From an optimization exercise on the open Yosys and OpenROAD flow, aimed at small area, a short achievable clock period and few clock cycles per item; shortcuts taken in it are not production practice. At most, simulation tests tie the RTL to the original design; equivalence was not proved. No activity file was given, so power comes from the tool's default toggle rates.

## run 1
==> flow/design.v <==
module med5 (
    input  wire [15:0] h0,
    input  wire [15:0] h1,
    input  wire [15:0] h2,
    input  wire [15:0] h3,
    input  wire [15:0] h4,
    input  wire        lt12, lt13, lt14, lt23, lt24, lt34,
    output wire        lt01, lt02, lt03,
    output wire [15:0] med
);
    function lt16(input [15:0] a, input [15:0] b);
        integer i;
        reg l;
        begin
            l = 1'b0;
            for (i = 0; i < 16; i = i + 1)
                l = (~a[i] & b[i]) | (~a[i] & l) | (b[i] & l);
            lt16 = l;
        end
    endfunction
    assign lt01 = lt16(h0, h1);
    assign lt02 = lt16(h0, h2);
    assign lt03 = lt16(h0, h3);
    wire   lt04 = lt16(h0, h4);
    function [1:0] cnt3(input b0, input b1, input b2);
        cnt3 = {1'b0, b0} + {1'b0, b1} + {1'b0, b2};
    endfunction
    wire [1:0] o1 = cnt3(~lt12, ~lt13, ~lt14);
    wire [1:0] o2 = cnt3( lt12, ~lt23, ~lt24);
    wire [1:0] o3 = cnt3( lt13,  lt23, ~lt34);
    wire [1:0] o4 = cnt3( lt14,  lt24,  lt34);
    wire [4:1] r1 = {o4 == 2'd1, o3 == 2'd1, o2 == 2'd1, o1 == 2'd1};
    wire [4:1] r2 = {o4 == 2'd2, o3 == 2'd2, o2 == 2'd2, o1 == 2'd2};
    wire [4:1] b0 = {lt04, lt03, lt02, lt01};
    wire [4:1] sk = (b0 & r1) | (~b0 & r2);
    wire       s0 = ~|(b0 & r1) & |(b0 & r2);
    assign med = ({16{s0}} & h0) | ({16{sk[1]}} & h1) | ({16{sk[2]}} & h2)
               | ({16{sk[3]}} & h3) | ({16{sk[4]}} & h4);
endmodule
module ppm_median_filter (
    input  wire         clk,
    input  wire         rst,
    input  wire         in_valid,
    output wire         in_ready,
    input  wire         in_init,
    input  wire [255:0] in_data,
    output reg          out_valid,
    output reg  [255:0] out_data
);
    localparam NCH = 16;
    reg  [255:0] h0, h1, h2, h3, h4;
    reg  [3:0]   fill;           
    reg          ready;
    reg  [15:0]  dflt;           
    reg          got;            
    reg  [NCH-1:0] lt12, lt13, lt14, lt23, lt24, lt34;
    assign in_ready = ready;
    wire busy   = fill[0];
    wire sample = in_valid & ready & ~in_init & ~rst;
    wire init   = in_valid & ready &  in_init & ~rst;
    wire shift  = got | busy;
    always @(posedge clk) begin
        if (rst) begin
            fill  <= 4'b0000;
            ready <= 1'b1;
        end else if (init) begin
            fill  <= 4'b1111;
            ready <= 1'b0;
        end else begin
            fill  <= {1'b0, fill[3:1]};
            ready <= ~fill[2];
        end
    end
    always @(posedge clk)
        if (init)
            dflt <= in_data[15:0];
    always @(posedge clk) begin
        got       <= sample;
        out_valid <= got & ~rst;
    end
    always @(posedge clk)
        h0 <= in_data;
    always @(posedge clk)
        if (shift) begin
            h1 <= busy ? {NCH{dflt}} : h0;
            h2 <= h1;
            h3 <= h2;
            h4 <= h3;
        end
    wire [NCH-1:0] lt01, lt02, lt03;
    wire [255:0]   med;
    genvar gc;
    generate
        for (gc = 0; gc < NCH; gc = gc + 1) begin : ch
            med5 u_med5 (
                .h0(h0[gc*16 +: 16]), .h1(h1[gc*16 +: 16]), .h2(h2[gc*16 +: 16]),
                .h3(h3[gc*16 +: 16]), .h4(h4[gc*16 +: 16]),
                .lt12(lt12[gc]), .lt13(lt13[gc]), .lt14(lt14[gc]),
                .lt23(lt23[gc]), .lt24(lt24[gc]), .lt34(lt34[gc]),
                .lt01(lt01[gc]), .lt02(lt02[gc]), .lt03(lt03[gc]),
                .med(med[gc*16 +: 16])
            );
        end
    endgenerate
    always @(posedge clk)
        if (shift) begin
            lt12 <= busy ? {NCH{1'b0}} : lt01;
            lt13 <= busy ? {NCH{1'b0}} : lt02;
            lt14 <= busy ? {NCH{1'b0}} : lt03;
            lt23 <= busy ? {NCH{1'b0}} : lt12;
            lt24 <= busy ? {NCH{1'b0}} : lt13;
            lt34 <= busy ? {NCH{1'b0}} : lt23;
        end
    always @(posedge clk)
        out_data <= med;
endmodule
clock: 13.5 ns
lec_check: 0
cap_margin: 20
core_margin: 2
core_utilization: 40
slew_margin: 20
standard.sh (not shown) runs the stock make flow with config.mk's settings and CLKGATE_MAP_FILE= SYNTH_SCRIPT=/design/flow/synth_recipe.tcl, a recipe that flattens the netlist after the stock synthesis.
==> flow/flow/run.sh <==
#!/bin/bash
# The standard layout, with timing repair asked to leave a setup slack of
# flow/setup_margin ns (the clock period less the achieved period), and
# port buffers of the cell named in flow/port_buffer.
set -euo pipefail
SETUP_MARGIN=$(cat flow/setup_margin)
PORT_BUF=$(cat flow/port_buffer)
bash standard.sh synth > synth.log 2>&1
bash standard.sh SETUP_SLACK_MARGIN=$SETUP_MARGIN \
    "BUFFER_PORTS_ARGS=-buffer_cell $PORT_BUF" finish > layout.log 2>&1
==> flow/flow/port_buffer <==
sky130_fd_sc_hd__buf_2
==> flow/flow/setup_margin <==
9.7
Per the final summary, run 1 finished and its layout is clean on timing, DRC and antenna.
Testbench counts of run 1, summed over its fixed seeds: cycles 4,136, items 4,096.
diff inputs: run 1 => run 2
- setting CTS_CLUSTER_SIZE to 20 for the first time
- changing CORE_UTILIZATION from 40 to 70
- setting CTS_CLUSTER_DIAMETER to 100 for the first time
==> flow/flow/port_buffer <==
sky130_fd_sc_hd__buf_1
==> notes.md <==
First-pass GRT wire length down 8.4% in run 2 wrt run 1. In run 2 relative to run 1, final-stage net count had gone down slightly. All-layer global routing usage: run 2 and run 1 compared, lower one is run 1. [compare] base=run 1 new=run 2: final cell count went down by 1265, maximum clock frequency went up by 9.4 MHz, final cell area excluding filler cells went down by about 6%, clock network power consumption went down by 41%.
Changes in run 3 relative to run 2:
- changing CORE_UTILIZATION from 70 to 60
==> flow/flow/setup_margin <==
9.8
==> comparison <==
- Looking at count of buffers not belonging to the clock network in the layout, run 3 sits above run 2.
- Highest clock rate essentially unchanged between run 2 and run 3.
- Re share of synthesized area occupied by flip-flops and latches: no difference whatsoever between run 2 and run 3.
- Run 3 packs its core looser than run 2.
- In terms of total power, run 2 and run 3 differ only marginally.
- Against run 2, final design instance area without fill in run 3 rose slightly.
- The flow did not stop early for run 3: all stages ran, and the layout cleared the timing, DRC and antenna checks.
- For the buffer count from post-CTS setup fixing, run 3 came in 2 lower than run 2 did.
Modified inputs, run 4 compared to run 3
==> flow/flow/port_buffer <==
sky130_fd_sc_hd__buf_2
==> flow/flow/setup_margin <==
9.7
## What came out
Sort run 4 and run 3 by global-route usage desc -> top: run 3
Compared to run 3, run 4 shows a narrower setup margin.
Diff run 3 -> run 4: number of logic stages on the critical path including buffering level, fill cell instance count of the final layout has remained practically unchanged, number of hold violations in the final report saw little to no change, final count of negative-setup-slack endpoints neither gained nor lost much, total number of vias decreased 353.
Startpoint of the worst setup timing path = out_data[5]$_DFF_P_: run 3; startpoint of the worst setup timing path = out_data[6]$_DFF_P_: run 4
There was hardly any difference in number of placed instances, taps included between run 3 and run 4.
Changes in run 5 relative to run 4:
- CORE_UTILIZATION now 75, was 60
==> flow/flow/port_buffer <==
sky130_fd_sc_hd__buf_1
--- outcome ---
- Run 5 vs run 4 on switching share of power: run 5 is the higher one.
- Critical path capture point: out_data[6] -> run 4, out_data[2] -> run 5
- Run 5 vs run 4 on starting density of the core: run 5 is the higher one.
- In run 5, the core utilization came out 16 points above the value in run 4.

========
ppm_median_filter, a different RTL version from the one above (not shown whole).
For scale: about 6400 cells after synthesis, about 1700 flip-flops, roughly 520 I/O pins, about 0.079 mm² of cells after synthesis.
Settings: LEC_CHECK=0, CAP_MARGIN=20, CORE_MARGIN=2, CORE_UTILIZATION=40, SLEW_MARGIN=20; clock period 13.5 ns.
run.sh (not shown) runs the stock make flow with config.mk's settings and CLKGATE_MAP_FILE= SYNTH_SCRIPT=/design/flow/synth_recipe.tcl, a recipe that flattens the netlist after the stock synthesis.
Stock flow here: none of the scripts above is used.
Edit:
==> flow/flow/run.sh (new file) <==
#!/bin/bash
# The standard layout, with timing repair asked to leave a setup slack of
# flow/setup_margin ns (the clock period less the achieved period), and
# port buffers of the cell named in flow/port_buffer.
set -euo pipefail
SETUP_MARGIN=$(cat flow/setup_margin)
PORT_BUF=$(cat flow/port_buffer)
bash standard.sh synth > synth.log 2>&1
bash standard.sh SETUP_SLACK_MARGIN=$SETUP_MARGIN \
    "BUFFER_PORTS_ARGS=-buffer_cell $PORT_BUF" finish > layout.log 2>&1
==> flow/flow/port_buffer (new file) <==
sky130_fd_sc_hd__buf_2
==> flow/flow/setup_margin (new file) <==
9.6
==> flow/standard.sh (new file) <==
#!/bin/bash
# synth_recipe.tcl (not shown) runs the flow's synth.tcl, then flattens the netlist and writes it again
# the make line also repeats each setting of config.mk as NAME=value (left out here)
make -C /OpenROAD-flow-scripts/flow DESIGN_CONFIG=/design/flow/config.mk WORK_HOME=/design/flow/orfs CLKGATE_MAP_FILE= SYNTH_SCRIPT=/design/flow/synth_recipe.tcl "${@:-finish}"
removed: flow/run.sh
Sequential power climbs slightly.
Non-clock buffer count is higher by 9.
Synthesized cell count stays the same.
Power shrinks slightly.
Setup slack improved by 0.71 ns.
Final cell count goes up slightly.
Sequential share of layout area increases by 0.91 points.
No run of this note included a check of the RTL's function; only the layout flow was run.

-- re-timing with driven ports --
In the flow no input, the clock included, has a driving cell. The finished layouts below were timed again as built, in two steps.
Step 1 sets driving cells, clkbuf_16 on the clock port and buf_2 on the other inputs (assumed; they add their load-dependent delay and slew).
Step 2 moves the port delays by t, midway between the first and last clock arrival at a register: inputs arrive t later, outputs are due t later. That takes back most of the time a late clock gives input paths.
Slacks: no drivers / after step 1 / after step 2; pairs: no drivers / after step 1.
run	t, ns	slack for setup (ns)	worst register clock-pin slew, ns	worst data-port slew with drivers (ns)
run 1	0.899	9.425 / 9.348 / 9.352	0.07 / 0.07	0.19
run 2	0.789	9.576 / 9.499 / 9.643	0.10 / 0.10	0.15
run 3	0.775	9.572 / 9.499 / 9.692	0.09 / 0.09	0.19
run 4	0.803	9.556 / 9.472 / 9.653	0.09 / 0.09	0.18
run 5	0.783	9.565 / 9.489 / 9.418	0.10 / 0.10	0.13
the first run of note 2	0.892	8.691 / 8.611 / 9.065	0.07 / 0.07	0.24
the second run of note 2	0.922	9.406 / 9.322 / 9.391	0.07 / 0.07	0.23
After both steps every run listed still meets setup and hold. The setup slack of run 5, which loses most, moves by -0.076 ns with the drivers and by -0.147 ns with both steps.
